What follows belongs to an exercise in optimizing a design on an open flow for small area and few clock cycles per item; a production flow would make more cautious choices. In this exercise RTL edits were held to simulation tests only and were not proved equivalent to the original. No activity file was given, so power comes from the tool's default toggle rates.

[design/flow/config.mk]
export PLATFORM = sky130hd
export DESIGN_NAME = accore_df
export DESIGN_NICKNAME = accore_df
export VERILOG_FILES = /design/flow/design.v
export SDC_FILE = /design/flow/constraint.sdc
export NUM_CORES = 4
export LEC_CHECK = 0
export CAP_MARGIN = 20
export CORE_MARGIN = 2
export CORE_UTILIZATION = 25
export GPL_ROUTABILITY_DRIVEN = 1
export PLACE_DENSITY = 0.4
export SLEW_MARGIN = 20
[design/flow/constraint.sdc]
create_clock -name core_clock -period 16.0 [get_ports {clk}]
set_input_delay 3.2000 -clock core_clock [delete_from_list [all_inputs] [get_ports {clk}]]
set_output_delay 3.2000 -clock core_clock [all_outputs]
set_load 0.01 [all_outputs]
[design/flow/design.v]
module accore_classifier #(
    parameter [23:0] REF_MARK      = 24'd465,
    parameter [23:0] REF_HDR_MARK  = 24'd3500,
    parameter [23:0] REF_SHORT     = 24'd417,
    parameter [23:0] REF_LONG      = 24'd1275,
    parameter [23:0] REF_HDR_SPACE = 24'd1715,
    parameter [23:0] REF_SEP       = 24'd9935,
    parameter [23:0] DELTA         = 24'd200
) (
    input  wire [23:0] dur,
    output reg  [2:0]  mark_code,
    output reg  [2:0]  space_code
);
    function [23:0] absdiff(input [23:0] a, input [23:0] b);
        absdiff = (a >= b) ? (a - b) : (b - a);
    endfunction
    reg [23:0] d_mark, d_hmark;
    reg [23:0] d_short, d_long, d_hspace, d_sep;
    reg [23:0] best;
    reg [2:0]  cls;
    always @* begin
        d_mark  = absdiff(dur, REF_MARK);
        d_hmark = absdiff(dur, REF_HDR_MARK);
        if (d_mark <= d_hmark) begin
            best = d_mark;
            cls  = 3'd0;
        end else begin
            best = d_hmark;
            cls  = 3'd1;
        end
        mark_code = (best > DELTA) ? 3'd7 : cls;
        d_short  = absdiff(dur, REF_SHORT);
        d_long   = absdiff(dur, REF_LONG);
        d_hspace = absdiff(dur, REF_HDR_SPACE);
        d_sep    = absdiff(dur, REF_SEP);
        best = d_short;
        cls  = 3'd0;
        if (d_long < best) begin
            best = d_long;
            cls  = 3'd1;
        end
        if (d_hspace < best) begin
            best = d_hspace;
            cls  = 3'd3;
        end
        if (d_sep < best) begin
            best = d_sep;
            cls  = 3'd2;
        end
        space_code = (best > DELTA) ? 3'd7 : cls;
    end
endmodule
module accore_df (
    input  wire        clk,
    input  wire        rst,           
    input  wire        cmd_valid,
    input  wire [31:0] cmd_data,
    output wire        cmd_ready,
    input  wire [2:0]  reg_addr,
    output reg  [31:0] reg_rdata,
    output wire        tx_valid,
    output wire        tx_kind,       
    output wire [23:0] tx_dur,
    input  wire        tx_ready,
    output wire        fault_o
);
    localparam [23:0] REF_MARK      = 24'd465;
    localparam [23:0] REF_HDR_MARK  = 24'd3500;
    localparam [23:0] REF_SHORT     = 24'd417;
    localparam [23:0] REF_LONG      = 24'd1275;
    localparam [23:0] REF_HDR_SPACE = 24'd1715;
    localparam [23:0] REF_SEP       = 24'd9935;
    localparam [63:0]  TEMPLATE_A = {8'h06, 8'h00, 8'h00, 8'h00, 8'h04, 8'hE0, 8'h20, 8'h02};
    localparam [151:0] TEMPLATE_B = {120'd0, 8'h04, 8'hE0, 8'h20, 8'h02};
    localparam [31:0] CONFIG = 32'h0040_9841;
    localparam MODE_NIB_POS = 44;    
    localparam MISC_POS     = 40;    
    localparam TEMP_POS     = 48;    
    localparam HALF_POS     = 56;    
    localparam LIMIT_POS    = 57;    
    localparam SWING_POS    = 64;    
    localparam FAN_POS      = 68;    
    localparam CK_POS       = 144;   
    localparam [5:0] OP_NOP = 6'h00, OP_CAPSTART = 6'h01, OP_PULSE = 6'h02,
                     OP_SPACE = 6'h03, OP_TIMEOUT = 6'h04, OP_POPCMD = 6'h05,
                     OP_CHKLEAD = 6'h06, OP_CLSM = 6'h08, OP_CLSS = 6'h09,
                     OP_NEWF = 6'h10, OP_GETR = 6'h11, OP_SETR = 6'h12,
                     OP_GETB = 6'h13, OP_SETB = 6'h14,
                     OP_SETTEMP = 6'h20, OP_GETTEMP = 6'h21,
                     OP_SETMODE = 6'h22, OP_GETMODE = 6'h23,
                     OP_SETFPWR = 6'h24, OP_GETFPWR = 6'h25,
                     OP_SETFANG = 6'h26, OP_GETFANG = 6'h27,
                     OP_SETFAN = 6'h28, OP_GETFAN = 6'h29,
                     OP_SETSWING = 6'h2A, OP_GETSWING = 6'h2B,
                     OP_CKGEN = 6'h30, OP_CKCHK = 6'h31, OP_GETCK = 6'h32,
                     OP_EMIT = 6'h38;
    localparam [3:0] F_AMBIGUOUS = 4'd1, F_MALFORMED = 4'd2, F_PAIR = 4'd3,
                     F_BITOUT = 4'd4, F_OVERFLOW = 4'd5, F_LENGTH = 4'd6,
                     F_QUEUE = 4'd7, F_RANGE = 4'd8, F_ILLCMD = 4'd9,
                     F_ILLOP = 4'd10, F_CKSUM = 4'd11, F_VARIANT = 4'd12,
                     F_UNINIT = 4'd13;
    localparam [1:0] S_AWAIT_HEADER = 2'd0, S_IN_FRAME = 2'd1, S_AWAIT_NEXT = 2'd2;
    localparam [1:0] M_IDLE = 2'd0, M_SETR = 2'd1, M_EMIT = 2'd2;
    function [3:0] mode_pat(input [2:0] i);
        case (i)
            3'd0: mode_pat = 4'd0;    
            3'd1: mode_pat = 4'd2;    
            3'd2: mode_pat = 4'd3;    
            3'd3: mode_pat = 4'd4;    
            default: mode_pat = 4'd6;  
        endcase
    endfunction
    function [3:0] fan_pat(input [2:0] i);
        case (i)
            3'd0: fan_pat = 4'd10;    
            3'd1: fan_pat = 4'd3;     
            3'd2: fan_pat = 4'd4;     
            3'd3: fan_pat = 4'd5;     
            3'd4: fan_pat = 4'd6;     
            default: fan_pat = 4'd7;  
        endcase
    endfunction
    function [3:0] swing_pat(input [2:0] i);
        case (i)
            3'd0: swing_pat = 4'd15;    
            3'd1: swing_pat = 4'd1;     
            3'd2: swing_pat = 4'd2;     
            3'd3: swing_pat = 4'd3;     
            3'd4: swing_pat = 4'd4;     
            default: swing_pat = 4'd5;  
        endcase
    endfunction
    function [7:0] mode_idx(input [3:0] p);
        case (p)
            4'd0: mode_idx = 8'd0;
            4'd2: mode_idx = 8'd1;
            4'd3: mode_idx = 8'd2;
            4'd4: mode_idx = 8'd3;
            4'd6: mode_idx = 8'd4;
            default: mode_idx = 8'hFF;
        endcase
    endfunction
    function [7:0] fan_idx(input [3:0] p);
        case (p)
            4'd10: fan_idx = 8'd0;
            4'd3:  fan_idx = 8'd1;
            4'd4:  fan_idx = 8'd2;
            4'd5:  fan_idx = 8'd3;
            4'd6:  fan_idx = 8'd4;
            4'd7:  fan_idx = 8'd5;
            default: fan_idx = 8'hFF;
        endcase
    endfunction
    function [7:0] swing_idx(input [3:0] p);
        case (p)
            4'd15: swing_idx = 8'd0;
            4'd1:  swing_idx = 8'd1;
            4'd2:  swing_idx = 8'd2;
            4'd3:  swing_idx = 8'd3;
            4'd4:  swing_idx = 8'd4;
            4'd5:  swing_idx = 8'd5;
            default: swing_idx = 8'hFF;
        endcase
    endfunction
    reg  [1:0]   mode;
    reg  [31:0]  setr_word;
    reg  [1:0]   sync;
    reg          act;           
    reg          pend;
    reg          pmark;
    reg  [63:0]  abuf_a;
    reg  [151:0] abuf_b;
    reg  [6:0]   cnt_a;
    reg  [7:0]   cnt_b;
    reg          done_a;
    reg  [63:0]  q_fa [0:3];
    reg  [151:0] q_fb [0:3];
    reg  [3:0]   q_pb;
    reg  [1:0]   q_head;
    reg  [2:0]   qlen;
    reg  [63:0]  w_a;
    reg  [151:0] w_b;
    reg          wv_a;
    reg          wv_b;
    reg  [31:0]  evcnt;
    reg  [3:0]   fcode;
    reg  [31:0]  fpos;
    reg  [31:0]  res;
    reg          emit_frame;    
    reg  [8:0]   emit_pos;
    assign cmd_ready = (mode != M_EMIT);
    wire        accept   = cmd_valid && cmd_ready;
    wire [31:0] word     = (mode == M_SETR) ? setr_word : cmd_data;
    wire        exec_en  = accept && !(mode == M_IDLE && cmd_data[31:26] == OP_SETR);
    wire [5:0]  op   = word[31:26];
    wire [1:0]  fsel = word[25:24];
    wire [7:0]  idx  = word[23:16];
    wire [5:0]  len  = word[13:8];
    wire [7:0]  val  = word[7:0];
    wire        rflag = word[25];
    wire [23:0] dur  = word[23:0];
    wire [31:0] data = cmd_data;
    wire [2:0] mark_code, space_code;
    accore_classifier u_cls (
        .dur        (dur),
        .mark_code  (mark_code),
        .space_code (space_code)
    );
    reg [7:0] ck_sum;
    integer k;
    always @* begin
        ck_sum = 8'd0;
        for (k = 0; k < 18; k = k + 1)
            ck_sum = ck_sum + w_b[8*k +: 8];
    end
    reg          illegal;
    reg          is_event;
    reg          discard;
    reg          fault;
    reg  [3:0]   fault_code;
    reg  [1:0]   n_sync;
    reg          n_act, n_pend, n_pmark, n_done_a;
    reg  [63:0]  n_abuf_a;
    reg  [151:0] n_abuf_b;
    reg  [6:0]   n_cnt_a;
    reg  [7:0]   n_cnt_b;
    reg  [63:0]  n_w_a;
    reg  [151:0] n_w_b;
    reg          n_wv_a, n_wv_b;
    reg  [31:0]  n_res;
    reg          do_capstart;
    reg          do_push, push_pb;
    reg          do_pop;
    reg          do_emit;
    reg          sel_a;         
    reg          sel_ok;
    reg  [8:0]   flen;
    reg  [8:0]   rng_end;
    reg  [31:0]  mask;
    reg  [63:0]  rd_a;
    reg  [151:0] rd_b;
    reg  [1:0]   sym;           
    reg          sym_ok;
    reg          close_full;
    reg  [7:0]   t2c;
    reg          t_limit;
    reg  [7:0]   bytev;
    reg  [3:0]   pat;
    always @* begin
        illegal     = 1'b0;
        is_event    = 1'b0;
        discard     = 1'b0;
        fault       = 1'b0;
        fault_code  = 4'd0;
        n_sync   = sync;
        n_act    = act;
        n_pend   = pend;
        n_pmark  = pmark;
        n_done_a = done_a;
        n_abuf_a = abuf_a;
        n_abuf_b = abuf_b;
        n_cnt_a  = cnt_a;
        n_cnt_b  = cnt_b;
        n_w_a    = w_a;
        n_w_b    = w_b;
        n_wv_a   = wv_a;
        n_wv_b   = wv_b;
        n_res    = 32'd0;
        do_capstart = 1'b0;
        do_push     = 1'b0;
        push_pb     = 1'b0;
        do_pop      = 1'b0;
        do_emit     = 1'b0;
        sel_a = 1'b0; sel_ok = 1'b0; flen = 9'd0; rng_end = 9'd0; mask = 32'd0;
        rd_a = 64'd0; rd_b = 152'd0;
        sym = 2'd0; sym_ok = 1'b0; close_full = 1'b0;
        t2c = 8'd0; t_limit = 1'b0; bytev = 8'd0; pat = 4'd0;
        case (op)
            OP_NOP, OP_CAPSTART, OP_TIMEOUT, OP_POPCMD, OP_CHKLEAD, OP_NEWF,
            OP_GETTEMP, OP_GETMODE, OP_GETFPWR, OP_GETFANG, OP_GETFAN, OP_GETSWING,
            OP_CKGEN, OP_CKCHK, OP_GETCK, OP_EMIT:
                illegal = (word[25:0] != 26'd0);
            OP_PULSE, OP_SPACE, OP_CLSM, OP_CLSS:
                illegal = (word[25:24] != 2'd0);
            OP_GETR, OP_SETR:
                illegal = (word[15:14] != 2'd0) || (val != 8'd0);
            OP_GETB:
                illegal = (word[15:14] != 2'd0) || (len != 6'd0) || (val != 8'd0);
            OP_SETB:
                illegal = (word[15:14] != 2'd0) || (len != 6'd0);
            OP_SETTEMP:
                illegal = (word[25:8] != 18'd0);
            OP_SETMODE, OP_SETFPWR, OP_SETFANG, OP_SETFAN, OP_SETSWING:
                illegal = (word[24:8] != 17'd0);
            default:
                illegal = 1'b1;
        endcase
        if (fsel == 2'd1) begin
            sel_a = 1'b1; sel_ok = 1'b1; flen = 9'd64;
        end else if (fsel == 2'd2) begin
            sel_a = 1'b0; sel_ok = 1'b1; flen = 9'd152;
        end
        rng_end = {1'b0, idx} + {3'b0, len};
        mask    = (len >= 6'd32) ? 32'hFFFF_FFFF : ((32'd1 << len) - 32'd1);
        if (illegal) begin
            fault = 1'b1;
            fault_code = F_ILLCMD;
        end else begin
            case (op)
            OP_NOP: n_res = 32'd0;
            OP_CAPSTART: begin
                do_capstart = 1'b1;
                n_sync = S_AWAIT_HEADER; n_act = 1'b0;
                n_pend = 1'b0; n_pmark = 1'b0;
                n_cnt_a = 7'd0; n_cnt_b = 8'd0; n_done_a = 1'b0;
                n_res = 32'd0;
            end
            OP_PULSE: begin
                if (fcode != 4'd0) discard = 1'b1;
                else begin
                    is_event = 1'b1;
                    if (pend) begin
                        fault = 1'b1; fault_code = F_MALFORMED;
                    end else if (mark_code == 3'd7) begin
                        fault = 1'b1; fault_code = F_AMBIGUOUS;
                    end else begin
                        n_pend  = 1'b1;
                        n_pmark = mark_code[0];
                        n_res   = {31'd0, mark_code[0]};
                    end
                end
            end
            OP_SPACE: begin
                if (fcode != 4'd0) discard = 1'b1;
                else begin
                    is_event = 1'b1;
                    if (pmark == 1'b1 && space_code == 3'd3) begin
                        sym = 2'd0; sym_ok = 1'b1;
                    end else if (pmark == 1'b0 && space_code == 3'd0) begin
                        sym = 2'd2; sym_ok = 1'b1;
                    end else if (pmark == 1'b0 && space_code == 3'd1) begin
                        sym = 2'd3; sym_ok = 1'b1;
                    end else if (pmark == 1'b0 && space_code == 3'd2) begin
                        sym = 2'd1; sym_ok = 1'b1;
                    end
                    if (!pend) begin
                        fault = 1'b1; fault_code = F_MALFORMED;
                    end else if (space_code == 3'd7) begin
                        fault = 1'b1; fault_code = F_AMBIGUOUS;
                    end else if (!sym_ok) begin
                        fault = 1'b1; fault_code = F_PAIR;
                    end else begin
                        case (sym)
                        2'd0: n_sync = S_IN_FRAME;
                        2'd2, 2'd3: begin
                            if (sync != S_IN_FRAME) begin
                                fault = 1'b1; fault_code = F_BITOUT;
                            end else if (act == 1'b0) begin
                                if (cnt_a == 7'd64) begin
                                    fault = 1'b1; fault_code = F_OVERFLOW;
                                end else begin
                                    n_abuf_a[cnt_a[5:0]] = sym[0];
                                    n_cnt_a = cnt_a + 7'd1;
                                end
                            end else begin
                                if (cnt_b == 8'd152) begin
                                    fault = 1'b1; fault_code = F_OVERFLOW;
                                end else begin
                                    n_abuf_b[cnt_b] = sym[0];
                                    n_cnt_b = cnt_b + 8'd1;
                                end
                            end
                        end
                        default: begin    
                            if (act == 1'b0) begin
                                if (cnt_a != 7'd0 && cnt_a != 7'd64) begin
                                    fault = 1'b1; fault_code = F_LENGTH;
                                end else if (cnt_a == 7'd64) begin
                                    n_done_a = 1'b1; n_act = 1'b1; n_cnt_b = 8'd0;
                                end
                            end else begin
                                if (cnt_b != 8'd0 && cnt_b != 8'd152) begin
                                    fault = 1'b1; fault_code = F_LENGTH;
                                end else if (cnt_b == 8'd152) begin
                                    if (qlen == 3'd4) begin
                                        fault = 1'b1; fault_code = F_QUEUE;
                                    end else begin
                                        do_push = 1'b1; push_pb = 1'b1;
                                        n_cnt_a = 7'd0; n_cnt_b = 8'd0;
                                        n_done_a = 1'b0; n_act = 1'b0;
                                    end
                                end
                            end
                            n_sync = S_AWAIT_NEXT;
                        end
                        endcase
                        n_pend  = 1'b0;
                        n_pmark = 1'b0;
                        n_res   = {30'd0, sym};
                    end
                end
            end
            OP_TIMEOUT: begin
                if (fcode != 4'd0) discard = 1'b1;
                else begin
                    is_event = 1'b1;
                    if (act == 1'b0) begin
                        if (cnt_a != 7'd0 && cnt_a != 7'd64) begin
                            fault = 1'b1; fault_code = F_LENGTH;
                        end
                        close_full = (cnt_a == 7'd64);
                    end else begin
                        if (cnt_b != 8'd0 && cnt_b != 8'd152) begin
                            fault = 1'b1; fault_code = F_LENGTH;
                        end
                        close_full = (cnt_b == 8'd152);
                    end
                    if (!fault) begin
                        if (act == 1'b1 || close_full) begin
                            if (qlen == 3'd4) begin
                                fault = 1'b1; fault_code = F_QUEUE;
                            end else begin
                                do_push = 1'b1;
                                push_pb = act && close_full;
                                n_res   = 32'd1;
                            end
                        end
                        n_pend = 1'b0; n_pmark = 1'b0;
                        n_cnt_a = 7'd0; n_cnt_b = 8'd0; n_done_a = 1'b0;
                        n_act = 1'b0; n_sync = S_AWAIT_HEADER;
                    end
                end
            end
            OP_POPCMD: begin
                if (qlen != 3'd0) begin
                    do_pop = 1'b1;
                    n_wv_a = 1'b1;
                    n_w_a  = q_fa[q_head];
                    n_wv_b = q_pb[q_head];
                    if (q_pb[q_head]) n_w_b = q_fb[q_head];
                    n_res  = {29'd0, q_pb[q_head], 2'b11};
                end
            end
            OP_CHKLEAD: begin
                if (!wv_a) begin
                    fault = 1'b1; fault_code = F_UNINIT;
                end else
                    n_res = {31'd0, (w_a == TEMPLATE_A)};
            end
            OP_CLSM: n_res = {29'd0, mark_code};
            OP_CLSS: n_res = {29'd0, space_code};
            OP_NEWF: begin
                n_w_a = TEMPLATE_A; n_w_b = TEMPLATE_B;
                n_wv_a = 1'b1; n_wv_b = 1'b1;
            end
            OP_GETR, OP_SETR: begin
                if (len > 6'd32 || !sel_ok) begin
                    fault = 1'b1; fault_code = F_ILLOP;
                end else if (sel_a ? !wv_a : !wv_b) begin
                    fault = 1'b1; fault_code = F_UNINIT;
                end else if (rng_end > flen) begin
                    fault = 1'b1; fault_code = F_RANGE;
                end else if (op == OP_GETR) begin
                    if (sel_a) begin
                        rd_a  = w_a >> idx;
                        n_res = rd_a[31:0] & mask;
                    end else begin
                        rd_b  = w_b >> idx;
                        n_res = rd_b[31:0] & mask;
                    end
                end else begin
                    if (sel_a)
                        n_w_a = (w_a & ~({32'd0, mask} << idx)) | ({32'd0, data & mask} << idx);
                    else
                        n_w_b = (w_b & ~({120'd0, mask} << idx)) | ({120'd0, data & mask} << idx);
                end
            end
            OP_GETB, OP_SETB: begin
                if (!sel_ok) begin
                    fault = 1'b1; fault_code = F_ILLOP;
                end else if (sel_a ? !wv_a : !wv_b) begin
                    fault = 1'b1; fault_code = F_UNINIT;
                end else if (idx == 8'd0 || idx > (sel_a ? 8'd8 : 8'd19)) begin
                    fault = 1'b1; fault_code = F_RANGE;
                end else if (op == OP_GETB) begin
                    if (sel_a) n_res = {24'd0, w_a[8*(idx-1) +: 8]};
                    else       n_res = {24'd0, w_b[8*(idx-1) +: 8]};
                end else begin
                    if (sel_a) n_w_a[8*(idx-1) +: 8] = val;
                    else       n_w_b[8*(idx-1) +: 8] = val;
                end
            end
            OP_SETTEMP: begin
                if (!wv_b) begin
                    fault = 1'b1; fault_code = F_UNINIT;
                end else begin
                    if (val <= 8'd32) begin
                        t2c = 8'd32; t_limit = 1'b1;
                    end else if (val >= 8'd60) begin
                        t2c = 8'd60; t_limit = 1'b1;
                    end else begin
                        t2c = val; t_limit = 1'b0;
                    end
                    n_w_b[TEMP_POS +: 8] = {1'b0, t2c[7:1]};
                    n_w_b[HALF_POS]      = t2c[0];
                    n_w_b[LIMIT_POS]     = t_limit;
                    n_res = {14'd0, t_limit, t2c[0], 8'd0, t2c};
                end
            end
            OP_GETTEMP: begin
                if (!wv_b) begin
                    fault = 1'b1; fault_code = F_UNINIT;
                end else begin
                    bytev = w_b[TEMP_POS +: 8];
                    n_res = {14'd0, w_b[LIMIT_POS], w_b[HALF_POS], 7'd0,
                             bytev, w_b[HALF_POS]};
                end
            end
            OP_SETMODE: begin
                if (rflag ? (val >= 8'd16) : (val >= 8'd5)) begin
                    fault = 1'b1; fault_code = F_ILLOP;
                end else if (!wv_b) begin
                    fault = 1'b1; fault_code = F_UNINIT;
                end else begin
                    pat = rflag ? val[3:0] : mode_pat(val[2:0]);
                    n_w_b[MODE_NIB_POS +: 4] = pat;
                    if (!rflag) begin
                        if (val == 8'd1 || val == 8'd2) n_w_b[MISC_POS] = 1'b1;    
                        else if (val == 8'd3)           n_w_b[MISC_POS] = 1'b0;    
                    end
                    n_res = {28'd0, pat};
                end
            end
            OP_GETMODE: begin
                if (!wv_b) begin
                    fault = 1'b1; fault_code = F_UNINIT;
                end else
                    n_res = {16'd0, mode_idx(w_b[MODE_NIB_POS +: 4]), 4'd0, w_b[MODE_NIB_POS +: 4]};
            end
            OP_SETFPWR, OP_GETFPWR, OP_SETFANG, OP_GETFANG: begin
                fault = 1'b1; fault_code = F_VARIANT;
            end
            OP_SETFAN, OP_SETSWING: begin
                if (rflag ? (val >= 8'd16) : (val >= 8'd6)) begin
                    fault = 1'b1; fault_code = F_ILLOP;
                end else if (!wv_b) begin
                    fault = 1'b1; fault_code = F_UNINIT;
                end else begin
                    if (op == OP_SETFAN) begin
                        pat = rflag ? val[3:0] : fan_pat(val[2:0]);
                        n_w_b[FAN_POS +: 4] = pat;
                    end else begin
                        pat = rflag ? val[3:0] : swing_pat(val[2:0]);
                        n_w_b[SWING_POS +: 4] = pat;
                    end
                    n_res = {28'd0, pat};
                end
            end
            OP_GETFAN: begin
                if (!wv_b) begin
                    fault = 1'b1; fault_code = F_UNINIT;
                end else
                    n_res = {16'd0, fan_idx(w_b[FAN_POS +: 4]), 4'd0, w_b[FAN_POS +: 4]};
            end
            OP_GETSWING: begin
                if (!wv_b) begin
                    fault = 1'b1; fault_code = F_UNINIT;
                end else
                    n_res = {16'd0, swing_idx(w_b[SWING_POS +: 4]), 4'd0, w_b[SWING_POS +: 4]};
            end
            OP_CKGEN: begin
                if (!wv_b) begin
                    fault = 1'b1; fault_code = F_UNINIT;
                end else begin
                    n_w_b[CK_POS +: 8] = ck_sum;
                    n_res = {23'd0, 1'b1, ck_sum};
                end
            end
            OP_CKCHK: begin
                if (!wv_b) begin
                    fault = 1'b1; fault_code = F_UNINIT;
                end else if (w_b[CK_POS +: 8] != ck_sum) begin
                    fault = 1'b1; fault_code = F_CKSUM;
                end else
                    n_res = {23'd0, 1'b1, ck_sum};
            end
            OP_GETCK: begin
                if (!wv_b) begin
                    fault = 1'b1; fault_code = F_UNINIT;
                end else
                    n_res = {24'd0, w_b[CK_POS +: 8]};
            end
            OP_EMIT: begin
                if (!wv_a || !wv_b) begin
                    fault = 1'b1; fault_code = F_UNINIT;
                end else begin
                    do_emit = 1'b1;
                    n_res = 32'd440;
                end
            end
            default: ;
            endcase
        end
    end
    wire [8:0] emit_last = emit_frame ? 9'd307 : 9'd131;    
    wire [7:0] emit_bit  = emit_pos[8:1] - 8'd1;             
    wire       emit_data = emit_frame ? w_b[emit_bit] : w_a[emit_bit[5:0]];
    assign tx_valid = (mode == M_EMIT);
    assign tx_kind  = emit_pos[0];
    assign tx_dur   = (emit_pos == 9'd0)      ? REF_HDR_MARK  :
                      (emit_pos == 9'd1)      ? REF_HDR_SPACE :
                      (!emit_pos[0])          ? REF_MARK      :
                      (emit_pos == emit_last) ? REF_SEP       :
                      (emit_data ? REF_LONG : REF_SHORT);
    wire [1:0] q_tail = q_head + qlen[1:0];
    always @(posedge clk) begin
        if (rst) begin
            mode    <= M_IDLE;
            sync    <= S_AWAIT_HEADER;
            act     <= 1'b0;
            pend    <= 1'b0;
            pmark   <= 1'b0;
            cnt_a   <= 7'd0;
            cnt_b   <= 8'd0;
            done_a  <= 1'b0;
            q_head  <= 2'd0;
            qlen    <= 3'd0;
            wv_a    <= 1'b0;
            wv_b    <= 1'b0;
            evcnt   <= 32'd0;
            fcode   <= 4'd0;
            fpos    <= 32'd0;
            res     <= 32'd0;
            emit_frame <= 1'b0;
            emit_pos   <= 9'd0;
        end else begin
            if (mode == M_EMIT) begin
                if (tx_ready) begin
                    if (emit_pos == emit_last) begin
                        emit_pos <= 9'd0;
                        if (emit_frame) mode <= M_IDLE;
                        emit_frame <= 1'b1;
                    end else
                        emit_pos <= emit_pos + 9'd1;
                end
            end else if (accept && !exec_en) begin
                setr_word <= cmd_data;
                mode      <= M_SETR;
            end else if (exec_en) begin
                mode <= M_IDLE;
                if (discard) begin
                end else if (fault) begin
                    if (is_event) evcnt <= evcnt + 32'd1;
                    if (fcode == 4'd0) begin
                        fcode <= fault_code;
                        fpos  <= is_event ? (evcnt + 32'd1) : 32'd0;
                    end
                end else begin
                    if (is_event) evcnt <= evcnt + 32'd1;
                    sync   <= n_sync;
                    act    <= n_act;
                    pend   <= n_pend;
                    pmark  <= n_pmark;
                    done_a <= n_done_a;
                    abuf_a <= n_abuf_a;
                    abuf_b <= n_abuf_b;
                    cnt_a  <= n_cnt_a;
                    cnt_b  <= n_cnt_b;
                    w_a    <= n_w_a;
                    w_b    <= n_w_b;
                    wv_a   <= n_wv_a;
                    wv_b   <= n_wv_b;
                    res    <= n_res;
                    if (do_capstart) begin
                        evcnt  <= 32'd0;
                        fcode  <= 4'd0;
                        fpos   <= 32'd0;
                        q_head <= 2'd0;
                        qlen   <= 3'd0;
                    end
                    if (do_push) begin
                        q_fa[q_tail] <= abuf_a;
                        q_fb[q_tail] <= abuf_b;
                        q_pb[q_tail] <= push_pb;
                        qlen <= qlen + 3'd1;
                    end
                    if (do_pop) begin
                        q_head <= q_head + 2'd1;
                        qlen   <= qlen - 3'd1;
                    end
                    if (do_emit) begin
                        mode       <= M_EMIT;
                        emit_frame <= 1'b0;
                        emit_pos   <= 9'd0;
                    end
                end
            end
        end
    end
    wire [31:0] status = {(fcode != 4'd0), 3'd0, fcode, 4'd0, 1'b0, qlen,
                          (act ? cnt_b : {1'b0, cnt_a}),
                          wv_b, wv_a, done_a, (pmark & pend), pend, act, sync};
    always @* begin
        case (reg_addr)
            3'd0: reg_rdata = status;
            3'd1: reg_rdata = res;
            3'd2: reg_rdata = fpos;
            3'd3: reg_rdata = evcnt;
            3'd4: reg_rdata = CONFIG;
            default: reg_rdata = 32'd0;
        endcase
    end
    assign fault_o = (fcode != 4'd0);
endmodule
[design/flow/run.sh]
#!/bin/bash
# synth_recipe.tcl (not shown) runs the flow's synth.tcl, then flattens the netlist and writes it again
# the make line also repeats each setting of config.mk as NAME=value (left out here)
make -C /OpenROAD-flow-scripts/flow DESIGN_CONFIG=/design/flow/config.mk WORK_HOME=/design/flow/orfs CLKGATE_MAP_FILE= SYNTH_SCRIPT=/design/flow/synth_recipe.tcl finish
==> key figures <==
Worst setup path
  – Worst setup EP type: register
  – CP max stage delay: 1.06 ns
  – Kind of cell adding the most delay to the critical path: compound AO/OA/AOI/OAI gates
  – Crit path buf inv count: 12
  – Worst-path cell with the longest stage delay: a2111oi_0
  – R2R setup slack: 1.96 ns
  – CP required: 16.58 ns
  – Critical path's most frequent cell: buf_4
  – Worst setup SP type: input pin
  – Worst Path Max Fanout: 21
  – CP arrival: 15.93 ns
  – WS Path Type: input pin to register

GRT
  – Initial antenna violation count: 77
  – Total GRT Usage: 31.6%
  – First-pass GRT wire length: 868 mm
  – Total gr overflow: 0
  – Pin count of the biggest net entering global routing: 116
  – Vias in the first global route: 89563

Pwr
  – Worst vdd ir: 0.0803 mV
  – LEAKAGE: 0.0413 uW
  – Reg power frac: 40.4%
  – Logic gate share of total power: 19.0%
  – Power share of the clock group: 40.6%
  – Sw Share: 31.3%
  – Pint: 7040 uW
  – Sw power: 3210 uW
  – PwrDens: 87.3 mW/mm^2

Floorplan
  – Initial core utilization: 25.1%
  – Die X-Extent: 635 um
  – Core Box Area: 0.396 mm^2
  – Row count: 231
  – Die Y: 635 um
  – Io pins: 99
  – Die ar.: 0.403 mm^2

Status
  – Status: finished clean

Yosys
  – Top cells by area, synth: edfxtp_1, mux4_2, o21ai_0
  – Sequential share of the synthesized area: 43.0%
  – Most instantiated cells after synthesis: edfxtp_1, nand2_1, o21ai_0
  – Top-count cell post-synth: edfxtp_1
  – Flops & latches, synth: 1474
  – YS warnings: 2
  – Ys async rst share: 0%
  – Main flop type after synthesis: edfxtp_1
  – Post-Synthesis Cells: 9880
  – Post-Synthesis Mean Instance Area: 10.1 um^2
  – Post-synth EDFFs: 1332
  – Netlist cell types: 106
  – Synth Cell Area: 0.0996 mm^2
  – Post-synth top area share: 40.2%
  – Cell accounting for the most synthesized area: edfxtp_1

Detailed routing
  – Routed Antenna Nets: 0
  – Via/cell ratio: 6.04
  – Initial DRC Count: 13992
  – DRT Wirelength: 662 mm
  – Initial DRT Pass Iterations: 6
  – Drt drc: 0
  – Via Count: 94138
  – DR WL/cell: 42.4 um

STA
  – Worst Tran Pin Value: 1.31 ns
  – Min Hold Slack: 0.456 ns
  – Fin. Hold Viols: 0
  – Max-slew headroom: 10.6%
  – Slew Limit Fails: 0
  – Highest clock rate: 0.0651 GHz
  – Setup Viol. Count Final: 0
  – Period utilization: 96.0%
  – Final Skew: 0.102 ns
  – Setup ws final: 0.646 ns
  – RSZ-0062 raised after global routing: no
  – Min Clock Period, post-route: 15.35 ns

Cells and area
  – Final instance area: 0.117 mm^2
  – Fraction of layout cells with a size suffix above 1: 17.1%
  – Layout area overhead: 17.9%
  – Non-Filler Instances: 15584
  – Nets: 10464

Hold path
  – Hold Crit Class: register to register

Clock network
  – Clock Tree Root: clkbuf_16
  – CTS clk-pin slew, worst paths: 0.06 ns
  – Setup Buffers After CTS: 0
  – TritonCTS clock tree: built
  – CTS Buffer Depth: 4
  – H-tree levels: 4
  – Worst skew pair latency: 0.96 ns
  – Sink Count: 1474
  – Inserted Clock Buffers: 181
  – Post-CTS Hold Fix Bufs: 0
  – PostCTS Resize Cnt: 0

Run
  – Max Cap Violations: 0

Placed design
  – Dpl cells: 15218
  – Port-buffer cells: 86
  – Gp weighted congestion: 1.06
  – Setup Slack @ Placement: 0.164 ns
  – DP Area: 0.111 mm^2
  – DP HPWL: 512 mm
-- final cells by class --
class / count / area [um^2]
clock buffers: 221 / 4790
fillers: 41174 / 279000
repair buffers: 858 / 7350
flip-flops and latches: 1474 / 42900
diodes: 40 / 100
well taps: 5242 / 6560
inverters: 189 / 739
multi-input cells: 7455 / 54000
clock inverters: 105 / 997
-- tightest hold or removal path, cell delays in order, from the launching register on --
cell and delay (ns):
dfxtp_1 0.31, nand2_1 0.05, a21oi_1 0.05
-- routing by layer --
layer	up-vias	track usage, %	share of wire (%)
li1	38321	-	-
met1	48614	40.9	41
met2	5709	47.6	43
met3	1468	7.07	8.7
met4	26	20.2	7.9
met5	-	0	0.051
-- power groups by stage --
stage / sequential (uW) / clock [uW] / combinational, uW
after floorplan: 4220 / 0 / 908
after global placement: 4230 / 0 / 1860
after detailed placement: 4230 / 0 / 1850
after CTS: 4140 / 4240 / 1860
after global routing: 4140 / 4380 / 1960
final: 4140 / 4160 / 1940
-- placed cells by master (no fill, tap or decap), types with 139 or more instances in the layout --
| cell | count |
|---|---|
| mux4_2 | 435 |
| xnor2_1 | 190 |
| ha_1 | 163 |
| edfxtp_1 | 1332 |
| o21ai_0 | 1001 |
| nor2_1 | 835 |
| mux2i_1 | 441 |
| a21oi_1 | 546 |
| nor3_1 | 187 |
| nand3_1 | 413 |
| clkbuf_16 | 184 |
| dfxtp_1 | 139 |
| inv_1 | 172 |
| a22oi_1 | 146 |
| nand2_1 | 1210 |
| o211ai_1 | 158 |
| buf_4 | 716 |
-- cells by family (layout without fill, tap and decap cells) --
logic type	after synthesis	count (layout)	synth area share [%]
simple gates	3227	3227	14.6
other cells	2	52	0.00754
buf+inv	961	1373	3.75
flops	1474	1474	43.0
mux	959	959	15.2
compound gates	2750	2750	17.2
xor+xnor	237	237	2.11
fa+ha+maj	270	270	4.14
-- sequential cells by signal, indices dropped and copies added (netlist names), 3 cells and up, named ones only --
register,flops
q_pb,4
fcode,4
q_fa,256
q_fb,608
cnt_b,8
res,32
qlen,3
abuf_a,64
cnt_a,7
emit_pos,9
w_b,152
setr_word,32
fpos,32
w_a,64
evcnt,32
abuf_b,152
-- per-stage QoR --
step	utilization, %	total power (uW)	TNS [ns]
after floorplan	-	5130	-1354.29
after global routing	29.6	10500	0
after CTS	29.6	10200	0
after detailed placement	28.1	6070	0
after global placement	28.1	6090	0
final	29.6	10200	0
-- final timing paths --
check | cells past startpoint | end | start
max | 52 | abuf_b[88] | cmd_data[1]
min | 2 | res[20] | res[20]
max reg2reg | 53 | abuf_b[88] | mode[1]
min reg2reg | 2 | res[20] | res[20]
Testbench counts, summed over its fixed seeds: cycles 52,344, commands 31,224.

afterwards: timing with drivers on the ports:
In the flow no input, the clock included, has a driving cell. The finished layout below was timed again as built, in two steps. Step 1 sets driving cells, clkbuf_16 on the clock port and buf_2 on the other inputs (assumed; they add their load-dependent delay and slew). Step 2, shift: input delay + t, output delay - t, t = (earliest + latest rising clock arrival at the registers) / 2. This alone moves slack from input paths to output paths. Three values: ideal ports, drivers, drivers and shift; two values: the first two.
t (ns): 1.011
slack for setup (ns): 0.646 / 0.716 / -0.296
worst hold slack (ns): 0.456 / 0.456 / 0.456
latest minus earliest clock arrival (ns): 0.107 / 0.107
worst register clock-pin slew, ns: 0.08 / 0.08
With both steps, setup timing fails in this run, where it was met with ideal ports. For this run, drivers alone change the setup slack by +0.070 ns; drivers and shift together by -0.942 ns.
